Background: an optimization exercise with open tools, aiming at small area. Do not read the settings as production practice.
At most, simulation tests tie the RTL to the original design; equivalence was not proved.

==> job 2610 <==
Design belt_core, start of the top module:
module belt_core (
    input  wire        clk,
    input  wire        rst,
    output reg         mem_req,
    output reg         mem_we,
    output wire [15:0] mem_addr,
    output wire [15:0] mem_wdata,
    input  wire        mem_ready,
    input  wire [15:0] mem_rdata,
    output wire        halted,
    output wire [1:0]  result,
    output wire [15:0] pc_o,
    output wire [15:0] sp_o
);
    localparam [4:0] S_CLR    = 5'd0,
                     S_F0     = 5'd1,
                     S_FKQ    = 5'd2,    
                     S_FKS    = 5'd3,    
                     S_OPS    = 5'd4,    
                     S_EXEC   = 5'd5,
                     S_MUL    = 5'd6,
                     S_DIV    = 5'd7,
                     S_SHIFT  = 5'd8,
                     S_COPY   = 5'd9,    
                     S_PUSH   = 5'd10,   
                     S_LD     = 5'd11,   
                     S_JMP    = 5'd12,   
                     S_SKIP   = 5'd13,   
                     S_CALL0  = 5'd14,   
                     S_CALL   = 5'd15,
                     S_RET    = 5'd16,
                     S_RA     = 5'd17,
                     S_RSP    = 5'd18,
                     S_ST     = 5'd19,   
                     S_PSH0   = 5'd20,   
                     S_POP    = 5'd21,
                     S_HALT2  = 5'd24,
                     S_HALT3  = 5'd25;
    reg [4:0]  state;
    reg [15:0] ring [0:15];
    reg [3:0]  idx;
    reg [4:0]  cnt;
    reg        gotp, gotq, sfull;
    reg [15:0] done;
    reg [3:0]  tag;
    reg [15:0] ir;
    reg [15:0] p;
    reg [15:0] q;
    reg [15:0] s;
    reg [15:0] pcm;
    reg [15:0] sp;
    wire [15:0] tap = ring[15];
  ...
Settings: LEC_CHECK=0, CAP_MARGIN=20, CORE_MARGIN=2, CORE_UTILIZATION=40, PLACE_DENSITY=0.6, SLEW_MARGIN=20; clock period 10.0 ns.
standard.sh (not shown) runs the stock make flow with config.mk's settings and CLKGATE_MAP_FILE= SYNTH_SCRIPT=/design/flow/synth_recipe.tcl, a recipe that flattens the netlist after the stock synthesis.
==> flow/flow/run.sh <==
#!/bin/bash
# Standard ORFS layout (the standard.sh), with two changes:
#  - ports are buffered with the smallest buffer, buf_1;
#  - CTS uses smaller clock buffers and inserts no dummy loads.
export BUFFER_PORTS_ARGS="-buffer_cell sky130_fd_sc_hd__buf_1"
export CTS_ARGS="-sink_clustering_enable -repair_clock_nets -dont_use_dummy_load -buf_list {sky130_fd_sc_hd__clkbuf_8 sky130_fd_sc_hd__clkbuf_16}"
bash standard.sh > standard.log 2>&1
==> inputs of job 4086, as changes to job 2610 <==
--- a/flow/design.v
+++ b/flow/design.v
@@ -38,13 +38,14 @@
                      S_HALT3  = 5'd25;
     reg [4:0]  state;
     reg [15:0] ring [0:15];
     reg [3:0]  idx;
     reg [4:0]  cnt;
     reg        gotp, gotq, sfull;
-    reg [15:0] done;
+    reg [15:0] dring;    
+    reg        dph;      
     reg [3:0]  tag;
     reg [15:0] ir;
     reg [15:0] p;
     reg [15:0] q;
     reg [15:0] s;
     reg [15:0] pcm;
@@ -52,13 +53,18 @@
     wire [15:0] tap = ring[15];
     assign halted    = (state == S_HALT2) | (state == S_HALT3);
     assign result    = {1'b1, state == S_HALT3};
     assign pc_o      = pcm;
     assign sp_o      = sp;
     assign mem_wdata = s;
-    wire [3:0] cls = ir[15:12];
+    wire [3:0] cls = {1'b0, ir[14:12]};
+    wire       is1 = (ir[14:12] == 3'd1);
+    wire       is2 = (ir[14:12] == 3'd2);
+    wire       is3 = (ir[14:12] == 3'd3);
+    wire       is4 = (ir[14:12] == 3'd4);
+    wire       is6 = (ir[14:12] == 3'd6);
     wire [3:0] sub = ir[11:8];
     wire [3:0] fp  = ir[7:4];
     wire [3:0] fq  = ir[3:0];
     wire at_p  = (idx == fp);
     wire at_q  = (idx == fq);
     wire at_15 = (idx == 4'd15);
@@ -76,16 +82,17 @@
             4'd5:    d_valid = (d_sub < 4'd3);
             4'd6:    d_valid = (d_sub < 4'd3)  && d_q0;
             4'd7:    d_valid = (d_sub < 4'd2)  && d_p0 && d_q0;    
             default: d_valid = 1'b0;
         endcase
     end
-    wire need_q  = (cls == 4'd4) | (cls == 4'd5);
-    wire save    = (cls == 4'd4) & (sub == 4'd9);
-    wire p_to_s  = (cls == 4'd1) | save | (cls == 4'd6 && sub == 4'd2);
-    wire push_s  = (cls == 4'd2) | (cls == 4'd6) | (cls == 4'd7);
+    wire need_q  = ir[14] & ~ir[13];                   
+    wire save    = is4 & ir[11] & ir[8];               
+    wire p_to_s  = is1 | save | (is6 & ir[9]);
+    wire push_s  = ir[13] & (ir[14] | ~ir[12]);        
+    wire shl     = is3 ? ~ir[8] : ~ir[11];              
     localparam [1:0] A_Q = 2'd0, A_PSH = 2'd1, A_PC = 2'd2, A_SP = 2'd3;
     localparam [1:0] B_OFF = 2'd0, B_S = 2'd1, B_NS = 2'd2, B_MUL = 2'd3;
     localparam [1:0] L_AND = 2'd0, L_OR = 2'd1, L_XOR = 2'd2;
     reg  [1:0]  asel, bsel, lop;
     reg  [5:0]  off;
     reg         cin, shin;
@@ -108,13 +115,12 @@
     wire        l_and = (lop != L_XOR);
     wire        l_xor = (lop != L_AND);
     wire [15:0] lres  = ((a & b) & {16{l_and}}) | ((a ^ b) & {16{l_xor}});
     assign mem_addr = sum;
     wire div_ge = p[15] | cout;
     wire zero   = (sum == 16'd0);
-    wire s0     = (s == 16'd0);
     wire cnt0   = (cnt == 5'd0);
     wire [3:0] ret_n   = fq;
     wire [3:0] slot    = cnt[3:0] - 4'd1;
     wire       at_slot = (idx == slot);
     reg        wr, wsel_s, push;           
     reg [1:0]  p_op;                       
@@ -204,15 +210,15 @@
                     pc_en = 1'b1;
                     if (state == S_FKS) begin
                         s_op   = 2'd2;
                         nstate = S_PUSH;
                     end else begin
                         q_op = 2'd2;
-                        if (cls == 4'd1)
+                        if (is1)
                             nstate = S_OPS;
-                        else if (cls == 4'd2)
+                        else if (is2)
                             case (sub[1:0])
                                 2'd0:    nstate = S_LD;
                                 2'd2:    nstate = S_CALL0;
                                 default: nstate = S_JMP;
                             endcase
                         else
@@ -244,13 +250,13 @@
                     4'd1: begin
                         p_op   = 2'd1;
                         lop    = sub[1:0];
                         nstate = S_PUSH;
                     end
                     4'd3: begin
-                        cnt_n  = (sub == 4'd0) ? {1'b0, fq} : ({1'b0, ~fq} + 5'd1);
+                        cnt_n  = {1'b0, fq};
                         nstate = S_SHIFT;
                     end
                     4'd5: begin
                         bsel = B_NS;
                         cin  = 1'b1;
                         case (sub[1:0])
@@ -261,23 +267,22 @@
                     end
                     4'd6: case (sub[1:0])
                         2'd0:    nstate = S_LD;
                         2'd1:    nstate = S_JMP;
                         default: nstate = S_ST;
                     endcase
-                    default: case (sub)       
-                        4'd0: begin p_op = 2'd2; nstate = S_PUSH; end
-                        4'd1: begin p_op = 2'd2; bsel = B_NS; cin = 1'b1; nstate = S_PUSH; end
-                        4'd2: nstate = S_MUL;
-                        4'd3: nstate = s0 ? S_HALT3 : S_DIV;
-                        4'd4: begin p_op = 2'd1; lop = L_AND; nstate = S_PUSH; end
-                        4'd5: begin p_op = 2'd1; lop = L_OR;  nstate = S_PUSH; end
-                        4'd6: begin p_op = 2'd1; lop = L_XOR; nstate = S_PUSH; end
-                        4'd7: begin cnt_n = {1'b0, s[3:0]}; nstate = S_SHIFT; end
-                        4'd8: begin cnt_n = {1'b0, ~s[3:0]} + 5'd1; nstate = S_SHIFT; end
-                        default: nstate = S_ST;   
+                    default: casez (sub)      
+                        4'b1??1: nstate = S_ST;   
+                        4'b1??0, 4'b0111: begin cnt_n = {1'b0, s[3:0]}; nstate = S_SHIFT; end
+                        4'b0000: begin p_op = 2'd2; nstate = S_PUSH; end
+                        4'b0001: begin p_op = 2'd2; bsel = B_NS; cin = 1'b1; nstate = S_PUSH; end
+                        4'b0010: nstate = S_MUL;
+                        4'b0011: begin asel = A_PSH; nstate = zero ? S_HALT3 : S_DIV; end   
+                        4'b0100: begin p_op = 2'd1; lop = L_AND; nstate = S_PUSH; end
+                        4'b0101: begin p_op = 2'd1; lop = L_OR;  nstate = S_PUSH; end
+                        default: begin p_op = 2'd1; lop = L_XOR; nstate = S_PUSH; end
                     endcase
                 endcase
             end
             S_MUL: begin
                 asel = A_PSH;
                 bsel = B_MUL;
@@ -301,20 +306,30 @@
                     p_op   = div_ge ? 2'd2 : 2'd3;
                     q_op   = 2'd3;
                     cnt_ld = 1'b1;
                 end
             end
             S_SHIFT: begin
-                asel = A_PSH;
-                shin = q[15];
-                if (cnt0)
-                    nstate = ((cls == 4'd3) ? (sub == 4'd0) : (sub == 4'd7)) ? S_COPY : S_PUSH;
-                else begin
-                    p_op   = 2'd3;
-                    q_op   = 2'd3;
-                    cnt_ld = 1'b1;
+                asel   = A_PSH;
+                shin   = q[15];
+                cnt_ld = 1'b1;
+                if (shl) begin
+                    if (cnt0)
+                        nstate = S_COPY;
+                    else begin
+                        p_op = 2'd3;
+                        q_op = 2'd3;
+                    end
+                end else begin
+                    cnt_n = cnt + 5'd1;
+                    if (cnt[4])
+                        nstate = S_PUSH;
+                    else begin
+                        p_op = 2'd3;
+                        q_op = 2'd3;
+                    end
                 end
             end
             S_COPY: begin
                 asel   = A_Q;
                 p_op   = 2'd2;
                 nstate = S_PUSH;
@@ -369,13 +384,13 @@
                 if (sfull) begin
                     mem_req = 1'b1;
                     mem_we  = 1'b1;
                     if (mem_ready)
                         sfull_n = 1'b0;
                 end
-                if ((!sfull || mem_ready) && !done[idx] && !cnt0) begin
+                if ((!sfull || mem_ready) && (dring[15] != dph) && !cnt0) begin
                     s_op    = 2'd1;
                     sfull_n = 1'b1;
                     take    = 1'b1;
                     cnt_ld  = 1'b1;
                 end
                 if (cnt0 && !sfull)
@@ -432,13 +447,13 @@
                 sp_en  = 1'b1;
                 nstate = S_OPS;
             end
             S_ST: begin
                 mem_req = 1'b1;
                 mem_we  = 1'b1;
-                if (cls == 4'd6) begin
+                if (is6) begin
                     asel = A_SP;
                     off  = 6'd1;
                 end
                 if (mem_ready)
                     nstate = S_F0;
             end
@@ -462,16 +477,17 @@
                 cnt <= cnt_n;
             if (!push)
                 idx <= idx - 4'd1;
         end
     end
     always @(posedge clk) begin
-        if (state == S_F0)
-            done <= 16'd0;
-        else if (take)
-            done[idx] <= 1'b1;
+        dring <= {dring[14:0], (state == S_CLR) ? 1'b0 : take ? dph : dring[15]};
+        if (rst)
+            dph <= 1'b0;
+        else if (state == S_CALL0)
+            dph <= ~dph;
         if (take)
             tag <= idx;
         gotp  <= gotp_n;
         gotq  <= gotq_n;
         sfull <= sfull_n;
         if (ir_en)
==> flow/flow/run.sh (replaced) <==
#!/bin/bash
# The standard layout (standard.sh) with three changes:
#  1. after the standard synthesis, the combinational logic is mapped again
#     by ABC with an area-oriented script (flip-flops are kept as they are:
#     same cells, same names), see resyn below;
#  2. ports are buffered with the smallest buffer, buf_1;
#  3. CTS uses clkbuf_8 in clusters of at most 15 sinks and inserts no
#     dummy loads.
# Each tool writes its full output to a log file in this folder.
set -euo pipefail
export BUFFER_PORTS_ARGS="-buffer_cell sky130_fd_sc_hd__buf_1"
export CTS_ARGS="-sink_clustering_enable -repair_clock_nets -dont_use_dummy_load -buf_list {sky130_fd_sc_hd__clkbuf_8} -sink_clustering_size 15 -sink_clustering_max_diameter 50"

R=orfs/results/${FLOW_PLATFORM}/belt_core/base
LIB=${FLOW_HOME}/platforms/${FLOW_PLATFORM}/lib/sky130_fd_sc_hd__tt_025C_1v80.lib

# standard synthesis
bash standard.sh synth > synth.log 2>&1
cp $R/1_2_yosys.v 1_2_yosys_standard.v

# remap the combinational logic for area
DU=$(sed -n '/DONT_USE_CELLS += /,/^#/p' ${FLOW_HOME}/platforms/${FLOW_PLATFORM}/config.mk \
     | grep -o 'sky130_fd_sc_hd__[a-z0-9_]*' | sed 's/^/-dont_use /' | tr '\n' ' ')
SEQ=$(grep -o 'sky130_fd_sc_hd__[a-z0-9_]*' 1_2_yosys_standard.v | sort -u \
      | grep -E '__(df|edf|sdf|sedf|dl)' | tr '\n' ' ')
printf 'strash\n&get -n\n&deepsyn -T 40\n&put\ndch -f\nmap -a\nstrash\ndch -f\nmap -a\ntopo\n' > resyn.abc
cat > resyn.ys <<EOT
read_liberty -ignore_miss_func $LIB
blackbox $SEQ
read_verilog 1_2_yosys_standard.v
hierarchy -top ${FLOW_TOP}
flatten
opt_clean -purge
abc -liberty $LIB $DU -script resyn.abc
setundef -zero
splitnets
opt_clean -purge
hilomap -singleton -hicell sky130_fd_sc_hd__conb_1 HI -locell sky130_fd_sc_hd__conb_1 LO
insbuf -buf sky130_fd_sc_hd__buf_4 A X
opt_clean -purge
stat -liberty $LIB
write_verilog -noattr -nohex -nodec 1_2_yosys_resyn.v
EOT
yosys -s resyn.ys > resyn.log 2>&1
cp 1_2_yosys_resyn.v $R/1_2_yosys.v

# the rest of the flow (1_synth.odb is rebuilt from the new netlist)
bash standard.sh > standard.log 2>&1
==> results.yml <==
yosys:
  combinational_family_with_the_most_area_after_synthesis: "compound AO/OA/AOI/OAI gates"
  synth-simple-area-share_pct: 12.2
  synth_sequential_area_ratio_pct: 58.9
grt:
  groute.layer.met3.usage_pct: 2.95
critical_path:
  worstRegToRegCells: 18
  worstSetupPathDepth: 16
final_layout:
  final_cells: 1911
  n_all_inverters: 35
  final-nonclk-buf-share_pct: 2.74
die:
  initial_utilization_pct: 40.7
run_status:
  status: "complete, no violations"
placed_design:
  dpl_worst_slack_ns: 2.24
sta:
  rsz0062_at_grt: "no"
detailed_routing:
  wl_per_cell_um: 22.1
Source of the figures above: job 2610

==> results.yml <==
run_status:
  status: "complete, no violations"
final_layout:
  layout_common_cells: "sky130_fd_sc_hd__dfxtp_1, sky130_fd_sc_hd__nand2_1, sky130_fd_sc_hd__nor2_1, sky130_fd_sc_hd__clkinv_1, sky130_fd_sc_hd__edfxtp_1"
  final_cells: 1886
  final-nonclk-buf-share_pct: 3.61
  nNonClkBuffers: 114
  n_all_inverters: 143
grt:
  groute.layer.met3.usage_pct: 3.64
clocking:
  cts-resized-gates: 0
  cts.htree.levels: 2
die:
  initial_utilization_pct: 40.4
critical_path:
  worstRegToRegCells: 41
  r2r_setup_slack_ns: 1.82
detailed_routing:
  wl_per_cell_um: 21.2
Source of the figures above: job 4086

Function not checked in job 2610: the RTL went through the layout flow alone.

## port drivers added, routing unchanged
No port has a modelled driver above. Below, the same layouts with a new extraction and two added sets of constraints. Step 1 (the two cells are an assumption about what drives the block):
set clk [get_ports {clk}]
set_driving_cell -lib_cell sky130_fd_sc_hd__clkbuf_16 $clk
set_driving_cell -lib_cell sky130_fd_sc_hd__buf_2 [delete_from_list [all_inputs] $clk]
Step 2 times the ports against the registers' clock, not the clock port: input delays grow and output delays shrink by t, the midpoint of the rising clock arrivals with the driver on. Three values: ideal ports, drivers, drivers and shift; two values: the first two.
| run | shift t [ns] | setup slack, ns | worst hold slack (ns) | latest minus earliest clock arrival (ns) | pins driven straight from the clock port |
|---|---|---|---|---|---|
| job 2610 | 0.563 | 1.942 / 1.887 / 2.450 | 0.305 / 0.305 / 0.305 | 0.048 / 0.048 | 1 |
| job 4086 | 0.601 | 0.738 / 0.692 / 1.292 | 0.299 / 0.299 / 0.299 | 0.081 / 0.081 | 1 |
After both steps every run listed still meets setup and hold.
